This is an optimization exercise on Yosys and OpenROAD, whose aim is small area, a short achievable clock period and few clock cycles per item, not a production implementation. RTL that was checked went through simulation tests only; none was proved equivalent to the original. Function not checked in run 1: the RTL went through the layout flow alone. Power and IR drop assume default switching activity.

## flow/run.sh

```bash
#!/bin/bash
# synth_recipe.tcl (not shown) runs the flow's synth.tcl, then flattens the netlist and writes it again
# the make line also repeats each setting of config.mk as NAME=value (left out here)
make -C /OpenROAD-flow-scripts/flow DESIGN_CONFIG=/design/flow/config.mk WORK_HOME=/design/flow/orfs CLKGATE_MAP_FILE= SYNTH_SCRIPT=/design/flow/synth_recipe.tcl finish
```

## flow/design.v

```verilog
module split_enc #(
    parameter CW  = 34,    
    parameter POS = 6,     
    parameter W   = 1,     
    parameter F   = 256    
) (
    input  wire [CW-1:0]      c,
    output wire [POS+W-1:0]   v
);
    wire [CW-1:0] major0 = c / F;
    wire [CW-1:0] minor0 = c % F;
    wire          carry  = (minor0 > ((1 << POS) - 1));
    wire [CW:0]   major1 = {1'b0, major0} + carry;
    /*verilator lint_off UNUSEDSIGNAL*/
    wire [CW-1:0] minor1 = carry ? {CW{1'b0}} : minor0;
    /*verilator lint_on UNUSEDSIGNAL*/
    wire          sat    = (major1 > ((1 << W) - 1));
    assign v = sat ? {(POS+W){1'b1}} : {major1[W-1:0], minor1[POS-1:0]};
endmodule
module nand_timing_unit (
    input  wire        clk,
    input  wire        rst,
    input  wire        wr_en,
    input  wire [4:0]  wr_addr,
    input  wire [31:0] wr_data,
    input  wire        start,
    input  wire [1:0]  op,
    input  wire        bus16,
    input  wire [31:0] mck_hz,
    output wire        ready,
    output reg         done,
    output wire [7:0]  answer,
    output reg         unsupported,
    output wire [31:0] result,
    output wire [31:0] setup_reg,
    output wire [31:0] pulse_reg,
    output wire [31:0] cycle_reg,
    output wire [31:0] timings_reg,
    output wire [31:0] mode_reg
);
    localparam OP_NTC = 2'd0;
    localparam OP_PER = 2'd1;
    localparam OP_CYC = 2'd2;
    localparam [3:0] A_OK           = 4'b0000;   
    localparam [3:0] A_BAD_COMMAND  = 4'b1010;   
    localparam [3:0] A_ZERO_CLOCK   = 4'b1011;   
    localparam [3:0] A_PERIOD_RANGE = 4'b1100;   
    localparam [3:0] A_ZERO_PERIOD  = 4'b1101;   
    localparam [2:0] H_IDLE   = 3'd0;
    localparam [2:0] H_NCHK   = 3'd1;
    localparam [2:0] H_NWAIT  = 3'd2;
    localparam [2:0] H_DIFF   = 3'd3;
    localparam [2:0] H_PER    = 3'd4;
    localparam [2:0] H_CYCCHK = 3'd5;
    localparam [2:0] H_CYC    = 3'd6;
    localparam [2:0] W_IDLE = 3'd0;
    localparam [2:0] W_LD   = 3'd1;    
    localparam [2:0] W_LD3  = 3'd2;    
    localparam [2:0] W_RUN  = 3'd3;
    localparam [2:0] W_FIN  = 3'd4;
    localparam [2:0] W_PER1 = 3'd5;    
    localparam [2:0] K_CNT = 3'd0;     
    localparam [2:0] K_CYC = 3'd1;
    localparam [2:0] K_PER = 3'd2;
    localparam [2:0] K_Y   = 3'd3;     
    localparam [2:0] K_XWS = 3'd4;     
    localparam [2:0] K_XTD = 3'd5;     
    reg  [2:0] hst;
    reg  [3:0] areg;
    reg        bus16_r;
    assign ready  = (hst == H_IDLE);
    assign answer = {3'b000, areg[3], 1'b0, areg[2:0]};
    reg        in_wr;
    reg [4:0]  in_addr;
    reg [31:0] in_data;
    always @(posedge clk) begin
        in_wr   <= wr_en & ready & ~rst;
        in_addr <= wr_addr;
        in_data <= wr_data;
    end
    wire w_p   = in_wr && (in_addr == 5'd0);
    wire w_f   = in_wr && (in_addr != 5'd0) && (in_addr <= 5'd22);
    wire w_job = in_wr && (in_addr != 5'd0) && (in_addr <= 5'd21);
    reg [31:0] p;
    reg [17:0] p3;         
    reg        trc_lt;     
    wire p_zero  = (p == 32'd0);
    wire p_small = (p[31:16] == 16'd0);
    always @(posedge clk) begin
        if (w_p) begin
            p  <= in_data;
            p3 <= {2'b00, in_data[15:0]} + {1'b0, in_data[15:0], 1'b0};
        end
        if (in_wr && in_addr == 5'd16)
            trc_lt <= (in_data < 32'd30000);
    end
    reg [31:0] s [0:21];
    reg [4:0]  ph;
    wire [5:0] tgt_raw = {1'b0, in_addr} - {1'b0, ph} - 6'd2;
    wire [4:0] tgt     = tgt_raw[5] ? (tgt_raw[4:0] + 5'd22) : tgt_raw[4:0];
    integer k;
    always @(posedge clk) begin
        for (k = 0; k < 22; k = k + 1)
            s[k] <= (w_f && tgt == k) ? in_data : s[(k + 1) % 22];
        if (rst || ph == 5'd21) ph <= 5'd0;
        else                    ph <= ph + 5'd1;
    end
    wire [4:0] idx0  = ph + 5'd1;                                    
    wire [4:0] ph16  = (ph >= 5'd6) ? (ph - 5'd6) : (ph + 5'd16);
    wire [4:0] idx16 = ph16 + 5'd1;                                  
    function [1:0] grp;
        input [4:0] j;
        begin
            if (j >= 5'd2 && j <= 5'd5)       grp = 2'd1;
            else if (j >= 5'd6 && j <= 5'd10) grp = 2'd2;
            else if (j == 5'd12 || j == 5'd13) grp = 2'd3;
            else                              grp = 2'd0;
        end
    endfunction
    reg  [21:1] val;      
    reg  [21:1] pend;     
    reg  [21:1] slow;     
    wire [1:0] wg   = grp(in_addr);
    wire       grst = w_job && (wg != 2'd0) && val[in_addr];
    function kill;
        input [4:0] j;
        begin
            kill = w_p || (w_job && j == in_addr) || (grst && grp(j) == wg);
        end
    endfunction
    function [17:0] st4;     
        input [15:0] r;
        input [1:0]  b;
        reg   [17:0] x4;
        reg   [18:0] d1, d2, d3;
        begin
            x4 = {r, b};
            d1 = {1'b0, x4} - {3'b000, p[15:0]};
            d2 = {1'b0, x4} - {2'b00, p[15:0], 1'b0};
            d3 = {1'b0, x4} - {1'b0, p3};
            if (!d3[18])      st4 = {2'd3, d3[15:0]};
            else if (!d2[18]) st4 = {2'd2, d2[15:0]};
            else if (!d1[18]) st4 = {2'd1, d1[15:0]};
            else              st4 = {2'd0, x4[15:0]};
        end
    endfunction
    wire        scrub   = !w_job && !w_p && (idx0 <= 5'd21) && pend[idx0];
    wire        issue   = w_job || scrub;
    wire [31:0] src_x   = w_job ? in_data : s[0];
    wire [4:0]  src_j   = w_job ? in_addr : idx0;
    wire        src_fast = p_small && (src_x[31:24] == 8'd0) && (src_x[23:8] < p[15:0]);
    reg        v1, v2, v3, v4;
    reg [4:0]  j1, j2, j3, j4;
    reg [15:0] r1, r2, r3, r4;
    reg [5:0]  b1;
    reg [3:0]  b2;
    reg [1:0]  b3;
    reg [1:0]  q1;
    reg [3:0]  q2;
    reg [5:0]  q3;
    reg [7:0]  q4;
    wire [17:0] o1 = st4(src_x[23:8], src_x[7:6]);
    wire [17:0] o2 = st4(r1, b1[5:4]);
    wire [17:0] o3 = st4(r2, b2[3:2]);
    wire [17:0] o4 = st4(r3, b3[1:0]);
    always @(posedge clk) begin
        v1 <= !rst && issue && src_fast;
        v2 <= !rst && v1 && !kill(j1);
        v3 <= !rst && v2 && !kill(j2);
        v4 <= !rst && v3 && !kill(j3);
        j1 <= src_j;  r1 <= o1[15:0]; b1 <= src_x[5:0]; q1 <= o1[17:16];
        j2 <= j1;     r2 <= o2[15:0]; b2 <= b1[3:0];    q2 <= {q1, o2[17:16]};
        j3 <= j2;     r3 <= o3[15:0]; b3 <= b2[1:0];    q3 <= {q2, o3[17:16]};
        j4 <= j3;     r4 <= o4[15:0];                   q4 <= {q3, o4[17:16]};
    end
    wire [8:0] c_fast  = {1'b0, q4} + {8'd0, (r4 != 16'd0)};
    wire       mg_fast = v4 && !kill(j4);
    reg [2:0]  wst;
    reg [2:0]  wkind;
    reg [4:0]  wj;
    reg [31:0] wR;
    reg [31:0] wD;
    reg [33:0] wD3;
    reg [31:0] DQ;         
    reg [3:0]  wcnt;
    reg        wpa;        
    reg        d_is_p;     
    reg signed [10:0] acc;
    reg        ynz;
    reg [2:0]  dph;
    reg [7:0]  ws_ovr;
    reg [3:0]  tdf_ovr;
    reg        use_ws, use_tdf;
    assign result = DQ;
    wire [31:0] per_bits = wpa ? 32'h1000_0000 : 32'hD4A5_1000;
    reg  [1:0]  tap_bits;
    always @(*) begin
        case (wcnt)
            4'd0:  tap_bits = s[15][31:30];
            4'd1:  tap_bits = s[14][29:28];
            4'd2:  tap_bits = s[13][27:26];
            4'd3:  tap_bits = s[12][25:24];
            4'd4:  tap_bits = s[11][23:22];
            4'd5:  tap_bits = s[10][21:20];
            4'd6:  tap_bits = s[9][19:18];
            4'd7:  tap_bits = s[8][17:16];
            4'd8:  tap_bits = s[7][15:14];
            4'd9:  tap_bits = s[6][13:12];
            4'd10: tap_bits = s[5][11:10];
            4'd11: tap_bits = s[4][9:8];
            4'd12: tap_bits = s[3][7:6];
            4'd13: tap_bits = s[2][5:4];
            4'd14: tap_bits = s[1][3:2];
            default: tap_bits = s[0][1:0];
        endcase
    end
    wire [1:0]  wb  = (wkind == K_PER) ? per_bits[31 - 2*wcnt -: 2] : tap_bits;
    wire [33:0] wx4 = {wR, wb};
    wire [34:0] wd1 = {1'b0, wx4} - {3'b000, wD};
    wire [34:0] wd2 = {1'b0, wx4} - {2'b00, wD, 1'b0};
    wire [34:0] wd3 = {1'b0, wx4} - {1'b0, wD3};
    reg  [1:0]  wq;
    reg  [31:0] wRn;
    always @(*) begin
        if (!wd3[34] && wst != W_PER1) begin wq = 2'd3; wRn = wd3[31:0]; end
        else if (!wd2[34]) begin wq = 2'd2; wRn = wd2[31:0]; end
        else if (!wd1[34]) begin wq = 2'd1; wRn = wd1[31:0]; end
        else               begin wq = 2'd0; wRn = wx4[31:0]; end
    end
    wire        w_last = (wkind == K_PER && wpa) ? (wcnt == 4'd7) : (wcnt == 4'd15);
    wire        w_nz   = (wR != 32'd0);
    wire [32:0] dq_inc = {1'b0, DQ} + {32'd0, w_nz};
    wire [9:0]  c_wide = (dq_inc[32:10] != 23'd0) ? 10'd1023 : dq_inc[9:0];
    wire wkill  = (wkind == K_CNT) && (wst == W_RUN || wst == W_FIN) && kill(wj);
    wire mg_wide = !mg_fast && (wst == W_FIN) && (wkind == K_CNT) && !wkill;
    wire [1:0]  qy     = DQ[31:30];
    wire signed [3:0] dd = (wkind == K_XTD) ? ($signed({2'b00, qy}) - $signed({2'b00, wq}))
                                            : ($signed({2'b00, wq}) - $signed({2'b00, qy}));
    wire signed [12:0] acc4 = $signed({acc, 2'b00}) + dd;
    wire signed [10:0] acc_n = (acc4 > 13'sd256)  ? 11'sd256 :
                               (acc4 < -13'sd256) ? -11'sd256 : acc4[10:0];
    wire signed [11:0] dfin = (wkind == K_XTD) ? (acc + $signed({11'd0, ynz}) - $signed({11'd0, w_nz}))
                                               : (acc + $signed({11'd0, w_nz}) - $signed({11'd0, ynz}));
    wire [7:0]  ws_cand  = (dfin < 12'sd1) ? 8'd0 : (dfin > 12'sd255) ? 8'd255 : dfin[7:0];
    wire [3:0]  tdf_cand = (dfin < 12'sd1) ? 4'd1 : (dfin > 12'sd15) ? 4'd15 : dfin[3:0];
    reg [4:0] dtgt;
    reg [2:0] dkind;
    always @(*) begin
        case (dph)
            3'd0: begin dtgt = 5'd1;  dkind = K_Y;   end
            3'd1: begin dtgt = 5'd2;  dkind = K_XWS; end
            3'd2: begin dtgt = 5'd3;  dkind = K_XWS; end
            3'd3: begin dtgt = 5'd4;  dkind = K_XWS; end
            3'd4: begin dtgt = 5'd5;  dkind = K_XWS; end
            3'd5: begin dtgt = 5'd14; dkind = K_Y;   end
            3'd6: begin dtgt = 5'd12; dkind = K_XTD; end
            default: begin dtgt = 5'd13; dkind = K_XTD; end
        endcase
    end
    reg [9:0] c_wp, c_ws0, c_wh, c_wc, c_rh, c_rhz, c_rp, c_rc;
    reg [3:0] e_clr, e_adl, e_ar, e_rr, e_wb;    
    wire       mg = mg_fast || mg_wide;
    wire [4:0] mj = mg_fast ? j4 : wj;
    wire [9:0] mc = mg_fast ? {1'b0, c_fast} : c_wide;
    wire [3:0] mc_em;
    split_enc #(.CW(10), .POS(3), .W(1), .F(64)) u_em (.c(mc), .v(mc_em));
    always @(posedge clk) begin
        if (mg) begin
            case (mj)
                5'd1:  c_wp  <= mc;
                5'd2, 5'd3, 5'd4, 5'd5:
                       c_ws0 <= (|val[5:2] && c_ws0 > mc) ? c_ws0 : mc;
                5'd6, 5'd7, 5'd8, 5'd9, 5'd10:
                       c_wh  <= (|val[10:6] && c_wh > mc) ? c_wh : mc;
                5'd11: c_wc  <= mc;
                5'd12, 5'd13:
                       c_rh  <= (|val[13:12] && c_rh > mc) ? c_rh : mc;
                5'd14: c_rhz <= mc;
                5'd15: c_rp  <= mc;
                5'd16: c_rc  <= mc;
                5'd17: e_clr <= mc_em;
                5'd18: e_adl <= mc_em;
                5'd19: e_ar  <= mc_em;
                5'd20: e_rr  <= mc_em;
                default: e_wb <= mc_em;
            endcase
        end
    end
    wire pick_cnt = (wst == W_IDLE) && d_is_p && !in_wr && !(ready && start) &&
                    (hst == H_IDLE || hst == H_NCHK || hst == H_NWAIT) &&
                    (idx16 <= 5'd21) && slow[idx16];
    wire host_pre = (hst == H_IDLE) && start && !rst && (op == OP_CYC ||
                    (op == OP_PER && mck_hz > 32'd232));
    wire re_slow  = host_pre && (wkind == K_CNT) && !wkill &&
                    (wst == W_RUN || (wst == W_FIN && !mg_wide));
    reg [21:1] val_n, pend_n, slow_n;
    integer m;
    always @(*) begin
        val_n  = val;
        pend_n = pend;
        slow_n = slow;
        if (mg)       val_n[mj] = 1'b1;
        if (re_slow)  slow_n[wj] = 1'b1;
        if (pick_cnt) slow_n[idx16] = 1'b0;
        if (scrub) begin
            pend_n[idx0] = 1'b0;
            if (!src_fast) slow_n[idx0] = 1'b1;
        end
        if (w_job) begin
            if (grst) begin
                for (m = 1; m <= 21; m = m + 1)
                    if (grp(m) == wg) begin
                        val_n[m]  = 1'b0;
                        pend_n[m] = 1'b1;
                        slow_n[m] = 1'b0;
                    end
            end
            val_n[in_addr]  = 1'b0;
            pend_n[in_addr] = 1'b0;
            slow_n[in_addr] = !src_fast;
        end
    end
    always @(posedge clk) begin
        if (rst || w_p) begin
            val  <= 21'd0;
            pend <= {21{1'b1}};
            slow <= 21'd0;
        end else begin
            val  <= val_n;
            pend <= pend_n;
            slow <= slow_n;
        end
    end
    wire all_valid = &val;
    wire all_next  = &val_n;
    wire em_or_none = !mg || (mj >= 5'd17);
    wire        ws_gt  = (c_ws0 > c_wp);
    wire [9:0]  ws_f   = ws_gt ? (c_ws0 - c_wp) : 10'd0;
    wire [10:0] sum_w  = {1'b0, ws_gt ? c_ws0 : c_wp} + {1'b0, c_wh};
    wire [10:0] wc     = ({1'b0, c_wc} > sum_w) ? {1'b0, c_wc} : sum_w;
    wire [10:0] sum_r  = {1'b0, c_rp} + {1'b0, c_rh};
    wire [10:0] rc     = ({1'b0, c_rc} > sum_r) ? {1'b0, c_rc} : sum_r;
    wire signed [11:0] td = $signed({2'b00, c_rhz}) - $signed({2'b00, c_rh});
    wire [3:0]  tdf_f  = (td < 12'sd1) ? 4'd1 : (td > 12'sd15) ? 4'd15 : td[3:0];
    wire [9:0]  ws  = use_ws  ? {2'b00, ws_ovr} : ws_f;
    wire [3:0]  tdf = use_tdf ? tdf_ovr : tdf_f;
    wire amb_ws  = (c_ws0 == 10'd1023) && (c_wp >= 10'd864) && !use_ws;
    wire amb_tdf = (c_rhz == 10'd1023) && (c_rh >= 10'd1009) && !use_tdf;
    wire [5:0] n_ws;
    wire [6:0] n_wp, n_wcp, n_rp, n_rcp;
    wire [8:0] n_wc, n_rc;
    split_enc #(.CW(10), .POS(5), .W(1), .F(128)) u_enc_ws  (.c(ws),   .v(n_ws));
    split_enc #(.CW(10), .POS(6), .W(1), .F(256)) u_enc_wp  (.c(c_wp), .v(n_wp));
    split_enc #(.CW(11), .POS(6), .W(1), .F(256)) u_enc_wcp (.c(wc),   .v(n_wcp));
    split_enc #(.CW(10), .POS(6), .W(1), .F(256)) u_enc_rp  (.c(c_rp), .v(n_rp));
    split_enc #(.CW(11), .POS(6), .W(1), .F(256)) u_enc_rcp (.c(rc),   .v(n_rcp));
    split_enc #(.CW(11), .POS(7), .W(2), .F(256)) u_enc_wc  (.c(wc),   .v(n_wc));
    split_enc #(.CW(11), .POS(7), .W(2), .F(256)) u_enc_rc  (.c(rc),   .v(n_rc));
    reg [5:0] o_ws;
    reg [6:0] o_wp, o_wcp, o_rp, o_rcp;
    reg [8:0] o_wc, o_rc;
    reg [3:0] o_tdf;
    always @(posedge clk) begin
        o_ws  <= n_ws;
        o_wp  <= n_wp;  o_wcp <= n_wcp; o_rp <= n_rp; o_rcp <= n_rcp;
        o_wc  <= n_wc;  o_rc  <= n_rc;
        o_tdf <= tdf;
    end
    assign setup_reg   = {26'd0, o_ws};
    assign pulse_reg   = {1'b0, o_rcp, 1'b0, o_rp, 1'b0, o_wcp, 1'b0, o_wp};
    assign cycle_reg   = {7'd0, o_rc, 7'd0, o_wc};
    assign timings_reg = {1'b1, 3'd0, e_wb, 4'd0, e_rr, 4'd0, e_ar, e_adl, e_clr};
    assign mode_reg    = {11'd0, 1'b1, o_tdf, 2'd0, 1'b0, bus16_r, 10'd0, 2'b11};
    wire ntc_fin = all_next && em_or_none && !amb_ws && !amb_tdf;
    always @(posedge clk) begin
        if (rst) begin
            hst     <= H_IDLE;
            done    <= 1'b0;
            wst     <= W_IDLE;
            wkind   <= K_CNT;
            d_is_p  <= 1'b0;
        end else begin
            done <= 1'b0;
            case (wst)
                W_IDLE: begin
                    if (!d_is_p && !w_p &&
                        (hst == H_CYC || hst == H_DIFF ||
                         ((|slow) && (hst == H_IDLE || hst == H_NCHK || hst == H_NWAIT)))) begin
                        wkind <= K_CNT;
                        wst   <= W_LD;
                    end else if (pick_cnt) begin
                        wkind <= K_CNT; wj <= idx16; wR <= 32'd0; wcnt <= 4'd0; wst <= W_RUN;
                    end else if (d_is_p && hst == H_CYC && idx16 == 5'd22) begin
                        wkind <= K_CYC; wj <= 5'd22; wR <= 32'd0; wcnt <= 4'd0; wst <= W_RUN;
                    end else if (d_is_p && hst == H_DIFF && idx16 == dtgt) begin
                        wkind <= dkind; wj <= dtgt; wR <= 32'd0; wcnt <= 4'd0; wst <= W_RUN;
                        acc <= 11'sd0;
                    end
                end
                W_LD: begin
                    wD  <= p;
                    wst <= W_LD3;
                end
                W_LD3: begin
                    wD3    <= {2'b00, wD} + {1'b0, wD, 1'b0};
                    d_is_p <= 1'b1;
                    wst    <= W_IDLE;
                end
                W_PER1: begin
                    wD3 <= {2'b00, wD} + {1'b0, wD, 1'b0};
                    wst <= W_RUN;
                    if (wD > 32'd30517578) begin
                        wR   <= wRn;
                        DQ   <= {DQ[29:0], wq};
                        wcnt <= 4'd1;
                    end else if (wD <= 32'd15258789) begin
                        wpa <= 1'b0;
                        wR  <= 32'h0000_00E8;
                    end
                end
                W_RUN: begin
                    wR   <= wRn;
                    wcnt <= wcnt + 4'd1;
                    if (wkind == K_XWS || wkind == K_XTD) begin
                        DQ  <= {DQ[29:0], DQ[31:30]};
                        acc <= acc_n;
                    end else begin
                        DQ  <= {DQ[29:0], wq};
                    end
                    if (w_last) wst <= (wkind == K_PER) ? W_IDLE : W_FIN;
                end
                W_FIN: begin
                    case (wkind)
                        K_CNT: if (mg_wide) wst <= W_IDLE;
                        K_CYC: begin DQ <= dq_inc[31:0]; wst <= W_IDLE; end
                        K_Y:   begin ynz <= w_nz; wst <= W_IDLE; dph <= dph + 3'd1; end
                        K_XWS: begin
                            if (ws_cand > ws_ovr) ws_ovr <= ws_cand;
                            wst <= W_IDLE;
                            if (dph == 3'd4) begin
                                use_ws <= 1'b1;
                                if (amb_tdf) dph <= 3'd5;
                            end else begin
                                dph <= dph + 3'd1;
                            end
                        end
                        K_XTD: begin
                            if (tdf_cand < tdf_ovr) tdf_ovr <= tdf_cand;
                            wst <= W_IDLE;
                            if (dph == 3'd7) use_tdf <= 1'b1;
                            else             dph <= dph + 3'd1;
                        end
                        default: wst <= W_IDLE;    
                    endcase
                end
                default: wst <= W_IDLE;
            endcase
            if (wkill) wst <= W_IDLE;
            if (w_p) begin
                d_is_p <= 1'b0;
                if (wst == W_LD || wst == W_LD3) wst <= W_IDLE;
            end
            case (hst)
                H_IDLE: begin
                    if (start) begin
                        unsupported <= 1'b0;
                        areg        <= A_OK;
                        case (op)
                            OP_PER: begin
                                if (mck_hz == 32'd0) begin
                                    areg <= A_ZERO_CLOCK;
                                    done <= 1'b1;
                                end else if (mck_hz <= 32'd232) begin
                                    areg <= A_PERIOD_RANGE;
                                    done <= 1'b1;
                                end else begin
                                    hst    <= H_PER;
                                    wkind  <= K_PER;
                                    wD     <= mck_hz;
                                    wR     <= 32'h00E8_D4A5;
                                    wpa    <= 1'b1;
                                    wcnt   <= 4'd0;
                                    DQ     <= 32'd0;
                                    d_is_p <= 1'b0;
                                    wst    <= W_PER1;
                                end
                            end
                            OP_CYC: begin
                                hst <= H_CYCCHK;
                                if (wst == W_RUN || wst == W_FIN) wst <= W_IDLE;
                            end
                            OP_NTC: begin
                                hst     <= H_NCHK;
                                bus16_r <= bus16;
                                use_ws  <= 1'b0;
                                use_tdf <= 1'b0;
                            end
                            default: begin
                                areg <= A_BAD_COMMAND;
                                done <= 1'b1;
                            end
                        endcase
                    end
                end
                H_NCHK, H_NWAIT: begin
                    if (hst == H_NCHK && p_zero) begin
                        areg <= A_ZERO_PERIOD;
                        done <= 1'b1;
                        hst  <= H_IDLE;
                    end else if (hst == H_NCHK && trc_lt) begin
                        unsupported <= 1'b1;
                        done        <= 1'b1;
                        hst         <= H_IDLE;
                    end else if (ntc_fin) begin
                        done <= 1'b1;
                        hst  <= H_IDLE;
                    end else if (all_valid && (amb_ws || amb_tdf)) begin
                        hst     <= H_DIFF;
                        dph     <= amb_ws ? 3'd0 : 3'd5;
                        ws_ovr  <= 8'd0;
                        tdf_ovr <= 4'd15;
                    end else begin
                        hst <= H_NWAIT;
                    end
                end
                H_DIFF: begin
                    if (!amb_ws && !amb_tdf) hst <= H_NWAIT;
                end
                H_PER: begin
                    if (wst == W_RUN && w_last) begin
                        done <= 1'b1;
                        hst  <= H_IDLE;
                    end
                end
                H_CYCCHK: begin
                    if (p_zero) begin
                        areg <= A_ZERO_PERIOD;
                        done <= 1'b1;
                        hst  <= H_IDLE;
                    end else begin
                        hst <= H_CYC;
                    end
                end
                H_CYC: begin
                    if (wst == W_FIN && wkind == K_CYC) begin
                        done <= 1'b1;
                        hst  <= H_IDLE;
                    end
                end
                default: hst <= H_IDLE;
            endcase
        end
    end
endmodule
```

## flow/constraint.sdc

```tcl
create_clock -name core_clock -period 12.0 [get_ports {clk}]
set_input_delay 2.4000 -clock core_clock [delete_from_list [all_inputs] [get_ports {clk}]]
set_output_delay 2.4000 -clock core_clock [all_outputs]
set_load 0.01 [all_outputs]
```

## flow/config.mk

```make
export PLATFORM = sky130hd
export DESIGN_NAME = nand_timing_unit
export DESIGN_NICKNAME = nand_timing_unit
export VERILOG_FILES = /design/flow/design.v
export SDC_FILE = /design/flow/constraint.sdc
export NUM_CORES = 4
export LEC_CHECK = 0
export ABC_CLOCK_PERIOD_IN_PS = 4500
export CAP_MARGIN = 20
export CORE_MARGIN = 2
export CORE_UTILIZATION = 40
export PLACE_DENSITY = 0.6
export SETUP_SLACK_MARGIN = 5
export SLEW_MARGIN = 20
```

==> flow_summary.yaml, run 1 <==
place:
  gp_congestion: 0.9256
  dp_hpwl_um: 159300
  io_buffers: 191
  place_inst: 10380
die:
  row_count: 158
  boundaryPins: 279
  core_area_um2: 185800
  dieArea_um2: 190900
  chipHeight_um: 437.0
  fp.dieW_um: 437.0
  initial_core_util_pct: 40.35
power_and_ir_drop:
  combPwrFrac_pct: 37.8
  vdd_drop_max_uv: 133.6
  internal-power_uw: 11450
  seqPwrFrac_pct: 35.7
  p_leak_uw: 0.03684
  p_sw_uw: 6190
  clockPowerShare_pct: 26.5
  power_density_nw_per_um2: 202.0
  swShare_pct: 35.08
detailed_routing:
  dr.pass1.iters: 8
  num_vias: 59900
  detail_route.wl_per_cell_um: 20.81
  drc: 0
  vias_per_cell: 5.518
  drtIter0Drc: 4242
  antenna_left: 0
  finalWirelength_um: 225900
critical_path:
  critPathLaunchType: "register"
  slowest_stage: "edfxtp_1"
  slowest_delay_ns: 0.48
  critPathKind: "register to register"
  arrival_ns: 8.70
  cp_max_fo: 8
  cp.required_ns: 12.63
  end_kind: "register"
grt:
  overflow: 0
  grt_max_degree: 83
  grt_pass1_wl_um: 343000
  grt_pass1_vias: 58030
  track_usage_pct: 22.77
  antenna_found_initial: 7
synth:
  synth_seq_cells: 1322
  ys_async_sr_fraction_pct: 0
  yosysWarnings: 2
  synth_edf_count: 325
  synth_area_leader_cell: "dfxtp_1"
  synth_common_cells: "dfxtp_1 (997), o21ai_0 (664), nand2_1 (651), mux2_2 (631), ha_1 (626)"
  ys.flop_type: "dfxtp_1"
  ys_seq_area_share_pct: 39.63
  netlist_area_um2: 74980
  yosysUniqueCellTypes: 112
  synth.most_common_cell: "dfxtp_1"
  syn_area_per_cell_um2: 9.446
  netlist_instances: 7938
  synth_top_area_share_pct: 26.62
  netlist_top_cells_area: "dfxtp_1 (27%), edfxtp_1 (13%), ha_1 (10%)"
clock_tree:
  cts_sinks: 1322
  cts_tree: "done"
  cts-htree-levels: 4
  cts_root_buf: "clkbuf_16"
  insertion_delay_ns: 0.82
  cts.clk_slew.worst_paths_ns: 0.06
  cts.path.max_buffers: 3
  numCtsBuffers: 150
sta:
  setup_violations: 0
  relSlewSlack_pct: 20.13
  setup_tns_ns: 0
  post-route-period-util_pct: 67.25
  rsz0062_at_grt: "yes"
  period_minus_slack_ns: 8.070
  tightest_slew_ns: 1.194
  maxSlewViolCount: 0
  fmax_mhz: 123.9
  skew_ns: 0.05650
  finalHoldViolations: 0
layout:
  final_nets: 8980
  drive_above_1_share_pct: 17.62
  final_cells: 10860
  area_growth_pct: 16.51
  nFillCells: 17400
status:
  status: "no timing/DRC/antenna violations"
hold_path:
  hp-class: "register to register"
run:
  drv_cap: 0
==> final cells by class <==
class | count | area [um2] | area share, %
Timing Repair Buffer | 498 | 4388 | 5.023
Multi-Input combinational cell | 5795 | 43250 | 49.50
Tap cell | 2480 | 3103 | 3.552
Antenna cell | 3 | 7.507 | 0.008593
Sequential cell | 1322 | 29730 | 34.03
Inverter | 484 | 1838 | 2.104
Clock buffer | 206 | 4280 | 4.899
Clock inverter | 67 | 774.5 | 0.8865
==> cell usage in the layout (no fill, tap or decap), drive strengths merged, types with 57 or more instances in the layout <==
cell type / count
clkdlybuf4s50: 191
conb: 87
clkbuf: 206
o21bai: 63
inv: 488
buf: 305
nand3: 154
a21oi: 471
nor2: 468
mux2: 632
and3: 57
ha: 626
nor2b: 102
a21boi: 77
nor3: 152
xor2: 118
o21ai: 672
mux2i: 100
a31oi: 67
edfxtp: 325
nand2b: 108
xnor2: 223
dfxtp: 997
a21o: 148
nand4: 65
nor4: 78
nand2: 652
==> logic make-up after synthesis <==
family / Yosys count / synth area share (%)
other: 2 / 0.01002
flip-flops: 1322 / 39.63
XOR/XNOR: 342 / 4.033
buffers and inverters: 909 / 5.038
AND/OR/NAND/NOR: 2064 / 13.32
adder cells (fa/ha/maj): 654 / 11.18
AO/OA/AOI/OAI: 1903 / 15.66
multiplexers: 742 / 11.13
==> final timing paths <==
path | depth (start not counted) | from | slack, ns | endpoint
setup / recovery | 44 | wcnt[0] | 3.93 | acc[4]
hold / removal | 0 | q2[1] | 0.32 | q3[3]
hold reg to reg | 0 | q2[1] | 0.32 | q3[3]
setup reg to reg | 44 | wcnt[0] | 3.93 | acc[4]
==> what timing repair did <==
item | in CTS | in global routing
hold buffers | 0 | 0
pin swaps | 62 | 105
endpoints found under the setup margin | 103 | 100
resized for setup | 88 | 138
buffers inserted | 110 | 85
cloned | 5 | 2
==> per-layer routing <==
layer	vias up	GRT usage (%)	part of all wire, %
li1	28910	-	-
met5	-	0	0
met4	0	7.836	3.2
met2	1684	39.00	48
met1	28930	29.14	43
met3	372	3.303	5.3
==> worst max-delay path: cells and delay by family (launching register included) <==
kind / cells / cell delay (ns)
xor gates and xnor gates: 1 / 0.28
DFF: 1 / 0.48
adders and majority gates: 6 / 1.55
and+or+nand+nor: 8 / 0.88
AOI/OAI and AO/OA: 24 / 4.10
buffers and inverters: 5 / 0.57
==> power by group through the flow <==
stage	registers [uW]	logic (uW)	clock network (uW)
after floorplan	6140	4770	0
after global placement	6390	6040	0
after detailed placement	6410	6130	0
after CTS	6310	6470	4770
after global routing	6400	7410	4940
final	6300	6670	4670
==> metrics by stage <==
| stage | hold WS [ns] | power [uW] | cell area [um2] | worst slack (ns) | util, % |
|---|---|---|---|---|---|
| global placement | 0.3103 | 12420 | 79620 | 2.770 | 42.85 |
| detailed placement | 0.3121 | 12540 | 79640 | 2.653 | 42.86 |
| CTS | 0.3247 | 17550 | 86050 | 3.986 | 46.31 |
| finish | 0.3211 | 17640 | 87360 | 3.930 | 47.01 |
| floorplan | 0.3096 | 10920 | 75630 | 4.439 | - |
| global route | 0.3338 | 18750 | 87360 | 3.499 | 47.01 |
==> state kept, by name, summed over array words and instances (netlist names), 11 cells and up <==
| name | cells |
|---|---|
| in_data | 32 |
| wD | 32 |
| s | 704 |
| p3 | 18 |
| r1 | 16 |
| pend | 21 |
| slow | 21 |
| p | 31 |
| r2 | 16 |
| r4 | 16 |
| DQ | 32 |
| acc | 11 |
| wR | 32 |
| val | 21 |
| r3 | 16 |
| wD3 | 34 |
==> run 2: changes to the inputs <==
--- a/flow/design.v
+++ b/flow/design.v
@@ -58,7 +58,6 @@
     localparam [2:0] W_LD3  = 3'd2;    
     localparam [2:0] W_RUN  = 3'd3;
     localparam [2:0] W_FIN  = 3'd4;
-    localparam [2:0] W_PER1 = 3'd5;    
     localparam [2:0] K_CNT = 3'd0;     
     localparam [2:0] K_CYC = 3'd1;
     localparam [2:0] K_PER = 3'd2;
@@ -222,7 +221,7 @@
     reg  [1:0]  wq;
     reg  [31:0] wRn;
     always @(*) begin
-        if (!wd3[34] && wst != W_PER1) begin wq = 2'd3; wRn = wd3[31:0]; end
+        if (!wd3[34])      begin wq = 2'd3; wRn = wd3[31:0]; end
         else if (!wd2[34]) begin wq = 2'd2; wRn = wd2[31:0]; end
         else if (!wd1[34]) begin wq = 2'd1; wRn = wd1[31:0]; end
         else               begin wq = 2'd0; wRn = wx4[31:0]; end
@@ -402,20 +401,15 @@
                     wst <= W_LD3;
                 end
                 W_LD3: begin
-                    wD3    <= {2'b00, wD} + {1'b0, wD, 1'b0};
-                    d_is_p <= 1'b1;
-                    wst    <= W_IDLE;
-                end
-                W_PER1: begin
                     wD3 <= {2'b00, wD} + {1'b0, wD, 1'b0};
-                    wst <= W_RUN;
-                    if (wD > 32'd30517578) begin
-                        wR   <= wRn;
-                        DQ   <= {DQ[29:0], wq};
-                        wcnt <= 4'd1;
-                    end else if (wD <= 32'd15258789) begin
-                        wpa <= 1'b0;
-                        wR  <= 32'h0000_00E8;
+                    if (wkind == K_PER) begin
+                        wpa  <= (wD > 32'd15258789);
+                        wR   <= (wD > 32'd15258789) ? 32'h00E8_D4A5 : 32'h0000_00E8;
+                        wcnt <= 4'd0;
+                        wst  <= W_RUN;
+                    end else begin
+                        d_is_p <= 1'b1;
+                        wst    <= W_IDLE;
                     end
                 end
                 W_RUN: begin
@@ -427,7 +421,7 @@
                     end else begin
                         DQ  <= {DQ[29:0], wq};
                     end
-                    if (w_last) wst <= (wkind == K_PER) ? W_IDLE : W_FIN;
+                    if (w_last) wst <= W_FIN;
                 end
                 W_FIN: begin
                     case (wkind)
@@ -477,12 +471,9 @@
                                     hst    <= H_PER;
                                     wkind  <= K_PER;
                                     wD     <= mck_hz;
-                                    wR     <= 32'h00E8_D4A5;
-                                    wpa    <= 1'b1;
-                                    wcnt   <= 4'd0;
                                     DQ     <= 32'd0;
                                     d_is_p <= 1'b0;
-                                    wst    <= W_PER1;
+                                    wst    <= W_LD3;
                                 end
                             end
                             OP_CYC: begin
@@ -527,7 +518,7 @@
                     if (!amb_ws && !amb_tdf) hst <= H_NWAIT;
                 end
                 H_PER: begin
-                    if (wst == W_RUN && w_last) begin
+                    if (wst == W_FIN && wkind == K_PER) begin
                         done <= 1'b1;
                         hst  <= H_IDLE;
                     end
--- a/flow/config.mk
+++ b/flow/config.mk
@@ -5,10 +5,8 @@
 export SDC_FILE = /design/flow/constraint.sdc
 export NUM_CORES = 4
 export LEC_CHECK = 0
-export ABC_CLOCK_PERIOD_IN_PS = 4500
 export CAP_MARGIN = 20
 export CORE_MARGIN = 2
 export CORE_UTILIZATION = 40
 export PLACE_DENSITY = 0.6
-export SETUP_SLACK_MARGIN = 5
 export SLEW_MARGIN = 20
==> run 2 against run 1 <==
Worst hold slack got worse by 0.00076 ns. Maximum frequency fell by 25%. Via count fell by 1.2%. Flip-flop and latch count did not move. Register-to-register slack got worse by 2.7 ns. Synthesized cell count barely moved. Clock skew fell by 0.0077 ns. Critical path depth fell by 7. Die area fell by 1.0%. Power fell by 11%.
==> flow_summary.yaml, run 2 <==
synth:
  synth_edf_count: 325
  netlist_top_cells_area: "dfxtp_1 (27%), edfxtp_1 (13%), ha_1 (10%)"
  yosysWarnings: 2
  synth_top_area_share_pct: 26.90
  synth-adder-area-share_pct: 11.06
  yosys.area_share.simple_pct: 13.48
  synth-compound-area-share_pct: 16.41
  synth_xor_area_share_pct: 4.347
  netlist_area_um2: 74200
  ys_seq_area_share_pct: 40.05
  synth.most_common_cell: "dfxtp_1"
  ys.flop_type: "dfxtp_1"
  synth_top_family_by_area: "compound AO/OA/AOI/OAI gates"
  synth_area_leader_cell: "dfxtp_1"
  synth_common_cells: "dfxtp_1 (997), nand2_1 (721), o21ai_0 (643), ha_1 (612), mux2_2 (550)"
  yosys-mux-area-fraction_pct: 9.777
  synth_seq_cells: 1322
  yosysUniqueCellTypes: 98
  ys_async_sr_fraction_pct: 0
  syn_area_per_cell_um2: 9.351
  netlist_instances: 7935
place:
  io_buffers: 191
  gp_congestion: 0.9152
  dp_hpwl_um: 166700
grt:
  grt_pass1_wl_um: 346800
  grt_pass1_vias: 57790
  antenna_found_initial: 5
  track_usage_pct: 23.32
  overflow: 0
  grt_max_degree: 67
sta:
  period_minus_slack_ns: 10.78
  skew_ns: 0.04879
  setup_violations: 0
  rsz0062_at_grt: "no"
  setup_tns_ns: 0
  tightest_slew_ns: 1.252
  relSlewSlack_pct: 16.53
  post-route-period-util_pct: 89.86
  maxSlewViolCount: 0
  fmax_mhz: 92.73
  finalHoldViolations: 0
layout:
  drive_above_1_share_pct: 12.77
  top_register: "s"
  seq_area_um2: 29720
  nFillCells: 17630
  largest_reg_flops: 704
  area_growth_pct: 12.79
  final_cell_mix: "dfxtp_1 (997), nand2_1 (704), o21ai_0 (643)"
  reg.largest.list: "s: 704 flops, wD3: 34 flops"
  final_nets: 8750
  multiInputGateArea_um2: 41400
  layout_commonest_cell: "dfxtp_1"
clock_tree:
  cts.clk_slew.worst_paths_ns: 0.07
  cts.path.max_buffers: 3
  cts_setup_buffers: 0
  cts_tree: "done"
  numCtsBuffers: 150
  cts_root_buf: "clkbuf_16"
  cts_resized: 0
  cts-htree-levels: 4
  ctsHoldBuffers: 0
  insertion_delay_ns: 0.83
  cts_sinks: 1322
critical_path:
  slowest_delay_ns: 1.02
  r2r-start: "wcnt[0]"
  cp.required_ns: 12.65
  critPathMostFrequentCell: "a21oi_1"
  end_kind: "register"
  arrival_ns: 11.43
  cp-startpoint: "wcnt[0]"
  critPathKind: "register to register"
  critPathLaunchType: "register"
  slowest_stage: "a21oi_1"
  cp_max_fo: 32
die:
  row_count: 158
  dieArea_um2: 189000
  chipHeight_um: 434.7
  boundaryPins: 279
  fp.dieW_um: 434.7
  core_area_um2: 184800
  initial_core_util_pct: 40.14
detailed_routing:
  dr.pass1.iters: 7
  finalWirelength_um: 228000
  num_vias: 59160
  drc: 0
  vias_per_cell: 5.560
  drtIter0Drc: 4496
  detail_route.wl_per_cell_um: 21.43
  antenna_left: 0
hold_path:
  hp-start: "q3[4]"
  hp-class: "register to register"
status:
  status: "no timing/DRC/antenna violations"
power_and_ir_drop:
  vdd_drop_max_uv: 105.5
  power_density_nw_per_um2: 188.3
  p_leak_uw: 0.03523
  power_uw: 15760
run:
  drv_cap: 0
-- run 2: changes by cell type after synthesis, sizes merged, moves of 19 or more --
cell    delta
mux2      -82
inv       -61
xnor2     +19
mux2i     -21
nor2      +52
nand3     -19
a21o      +26
o21ai     -23
a21oi     +52
nand3b    -23
nand2b    -19
a211oi    +58
nand2     +69
-- run 2: power breakdown --
part	total, uW	internal [uW]	switching (uW)	leakage, uW
sequential	6100	5620	482	0.0115
combinational	4960	2240	2720	0.0213
clock	4710	2730	1980	0.00248
-- run 2: area by class of cell --
type | count | share of cell area (%)
flip-flops and latches | 1322 | 35.51
clock buffers | 208 | 5.183
inverters | 423 | 1.900
clock inverters | 67 | 0.9090
multi-input cells | 5834 | 49.47
diodes | 1 | 0.002990
well taps | 2480 | 3.708
repair buffers | 304 | 3.322
-- run 2: final timing paths --
kind	endpoint	slack, ns	depth (start not counted)
setup / recovery	acc[1]	1.22	37
hold / removal	q4[6]	0.32	0
setup reg to reg	acc[1]	1.22	37
hold reg to reg	q4[6]	0.32	0
-- run 2: cell families after synthesis --
logic type	count (synthesis)
buf+inv	864
compound gates	1980
xor+xnor	365
simple gates	2121
fa+ha+maj	640
flops	1322
other cells	2
mux	641
-- run 2: layer usage --
layer  wire length, um  part of all wire [%]  global-route usage, %
met5                 0                     0                      0
met4              6832                   3.0                  7.469
met3             11480                   5.0                  2.830
met2            107500                    47                  39.13
met1            102300                    45                  31.12
-- run 2: critical path, delay by kind of cell (launching register included) --
family | cells | cell delay, ns
simple gates | 6 | 0.79
xor+xnor | 1 | 0.29
buf+inv | 2 | 0.33
flops | 1 | 0.51
fa+ha+maj | 6 | 2.02
mux | 1 | 0.41
compound gates | 21 | 6.21
-- run 2: per-stage QoR --
stage	cells	utilization [%]	cell area (um2)	worst slack, ns	hold slack [ns]
finish	10640	45.28	83690	1.216	0.3204
global route	10640	45.28	83690	0.2562	0.3339
CTS	10640	45.26	83660	1.324	0.3248
detailed placement	10360	42.50	78560	1.435	0.3147
global placement	10360	42.50	78550	1.495	0.3101
floorplan	8020	-	74520	1.751	0.3096
Testbench counts of run 2, summed over its fixed seeds: cycles 7,254, items 192.

## what the ideal ports hide
In the flow no input, the clock included, has a driving cell. The finished layouts below were timed again as built, in two steps. Step 1: set_driving_cell puts a clkbuf_16 on clk and a buf_2 on each other input, an assumption about the parent block. Step 2 times the ports against the registers' clock, not the clock port: input delays grow and output delays shrink by t, the midpoint of the rising clock arrivals with the driver on. a / b / c = ideal / step 1 / step 2; a / b = the first two.
run | t, ns | setup WS [ns] | worst register clock-pin slew, ns
run 1 | 0.880 | 3.930 / 3.930 / 3.930 | 0.07 / 0.07
run 2 | 0.879 | 1.216 / 1.216 / 1.216 | 0.07 / 0.07
After both steps setup and hold are still met in every run listed.
